Context: an optimization exercise on an open-source flow, tuned for small area, a short achievable clock period and few clock cycles per item. The choices shown serve that exercise and are no tape-out recipe.
Power is estimated from default activity; no workload was simulated.

Setup of the baseline:
## sge_fec_esc
module sge_fec_esc (
    input  wire       clk,
    input  wire       rst,
    input  wire       in_valid,
    output wire       in_ready,
    input  wire [7:0] in_data,
    input  wire       in_last,
    output wire       out_valid,
    input  wire       out_ready,
    output wire [7:0] out_data,
    output wire       out_last
);
    reg       mv;              
    reg [7:0] md;
    reg       ml;
    reg       se;              
    reg [7:0] sd;
    reg       sl;
    assign in_ready = se;
    wire in_fire = in_valid && se;
    wire take;                 
    always @(posedge clk) begin
        if (rst) begin
            mv <= 1'b0;
            se <= 1'b1;
        end else if (!mv || take) begin
            mv <= !se || in_fire;
            se <= 1'b1;
            if (!se) begin
                md <= sd; ml <= sl;
            end else if (in_fire) begin
                md <= in_data; ml <= in_last;
            end
        end else if (in_fire) begin
            se <= 1'b0;
            sd <= in_data; sl <= in_last;
        end
    end
    reg  [7:0] pos;
    reg        par_ph;      
    reg        pad;         
    reg        fin;         
    reg        flush;       
    wire cod_ready;
    wire src_ok   = par_ph || pad || mv;
    wire cod_push = !flush && src_ok;
    wire step     = flush || (cod_ready && src_ok);
    assign take   = step && !par_ph && !pad;
    wire [7:0] par31;
    wire [7:0] sym = pad ? 8'h00 : md;
    wire [7:0] fb  = par_ph ? 8'h00 : (sym ^ par31);
    wire [7:0] cod_data = par_ph ? par31 : sym;
    wire       cod_last = par_ph && fin && (pos == 8'd254);
    always @(posedge clk) begin
        if (rst) begin
            pos    <= 8'd223;
            par_ph <= 1'b1;
            flush  <= 1'b1;
            pad    <= 1'b0;
        end else if (step) begin
            if (pos == 8'd254) begin
                pos    <= 8'd0;
                par_ph <= 1'b0;
                flush  <= 1'b0;
  ...
Size in the first run: about 300 flip-flops, about 24 I/O pins, ~15000 sq um of cells after synthesis.
export LEC_CHECK = 0
export CAP_MARGIN = 20
export CORE_MARGIN = 2
export CORE_UTILIZATION = 60
export SETUP_SLACK_MARGIN = 1.5
export SLEW_MARGIN = 20
create_clock -name core_clock -period 4.0 [get_ports {clk}]
run.sh (not shown) runs the stock make flow with config.mk's settings and CLKGATE_MAP_FILE= SYNTH_SCRIPT=/design/flow/synth_recipe.tcl, a recipe that flattens the netlist after the stock synthesis.
The baseline completed every stage of the flow, and the final layout passed the timing, DRC and antenna checks.
Here is what was changed in the inputs of the candidate compared with the baseline.
- SETUP_SLACK_MARGIN now 0, was 1.5
Findings:
Per the final summary, the candidate finished and its layout is clean on timing, DRC and antenna.
Final setup slack of the worst path came out lower on the candidate than on the baseline.
The maximum vdd drop on the candidate is in line with that on the baseline.
From the baseline to the candidate, cell count after synthesis did not move at all.
Against the baseline as the reference, the candidate delivers a lower final cell count.
The candidate ended up with a higher slew of the pin with the lowest slew margin than the baseline did.
Final design instance area without fill improves in the candidate relative to the baseline.
Routed length on met3, the baseline and the candidate: higher on the baseline
Compared to the baseline, the candidate reaches a lower achievable clock.
Function was not checked in any run of this note: the RTL went through the layout flow alone.

sge_fec_esc, a different RTL version from the one above (not shown whole).
Size in the first run: roughly 950 cells after synthesis, roughly 320 flip-flops, about 24 I/O pins, roughly 15000 um^2 of cells after synthesis.
clock: 4.0 ns
lec_check: 0
cap_margin: 20
core_margin: 2
core_utilization: 60
setup_slack_margin: 2.4
slew_margin: 20
The baseline stopped in clock tree synthesis (DPL-0033).
==> next run, changes <==
- CORE_UTILIZATION: 60 -> 70
- SETUP_SLACK_MARGIN: 2.4 -> 1.8
Now the flow finished with timing, DRC and antenna clean.
Area after synthesis does not change.
Synthesized cell count stays the same.
==> next run, changes <==
- CORE_UTILIZATION: 70 -> 60
- SETUP_SLACK_MARGIN: 1.8 -> 2.0
What happened: Synthesized area is unchanged; cell count rose by roughly a tenth; clock skew fell by 0.0097 ns; count of clock-buffer cells in the layout fell by 4; worst hold slack is worse by 0.022 ns.
==> next run, changes <==
- ABC_CLOCK_PERIOD_IN_PS: default -> 1800
- CORE_UTILIZATION: 60 -> 70
- SETUP_SLACK_MARGIN: 2.0 -> 1.8
The changed run produced a clean layout.
Critical path depth falls by 1.
Sequential cell count is unchanged.
Via count falls by 1.2%.
Power falls by 7.0%.
Sequential power hardly moves.
Core utilization rises by 1.7 points.
Worst setup slack degrades by 0.16 ns.
Synthesized cell count does not change.
No run of this note included a check of the RTL's function; only the layout flow was run.

[what the ideal ports hide]
Ports are ideal in the flow. The routed layouts listed here were re-timed in OpenROAD.
Step 1 sets driving cells, clkbuf_16 on the clock port and buf_2 on the other inputs (assumed; they add their load-dependent delay and slew).
Step 2 moves the port delays by t, midway between the first and last clock arrival at a register: inputs arrive t later, outputs are due t later. That takes back most of the time a late clock gives input paths.
a / b / c = no drivers / after step 1 / after step 2; a / b = the first two.
run	t (ns)	slack for setup (ns)	hold slack, ns
the baseline	0.609	1.529 / 1.529 / 1.104	0.456 / 0.456 / 0.456
the candidate	0.609	0.777 / 0.777 / 0.777	0.453 / 0.453 / 0.453
the second run of note 2	0.575	1.597 / 1.597 / 1.352	0.545 / 0.545 / 0.545
the third run of note 2	0.561	1.756 / 1.756 / 1.431	0.523 / 0.523 / 0.523
the fourth run of note 2	0.575	1.597 / 1.597 / 1.352	0.545 / 0.545 / 0.545
After both steps every run listed still meets setup and hold. For the baseline, which loses most, drivers alone change the setup slack by 0.000 ns; drivers and shift together by -0.425 ns.
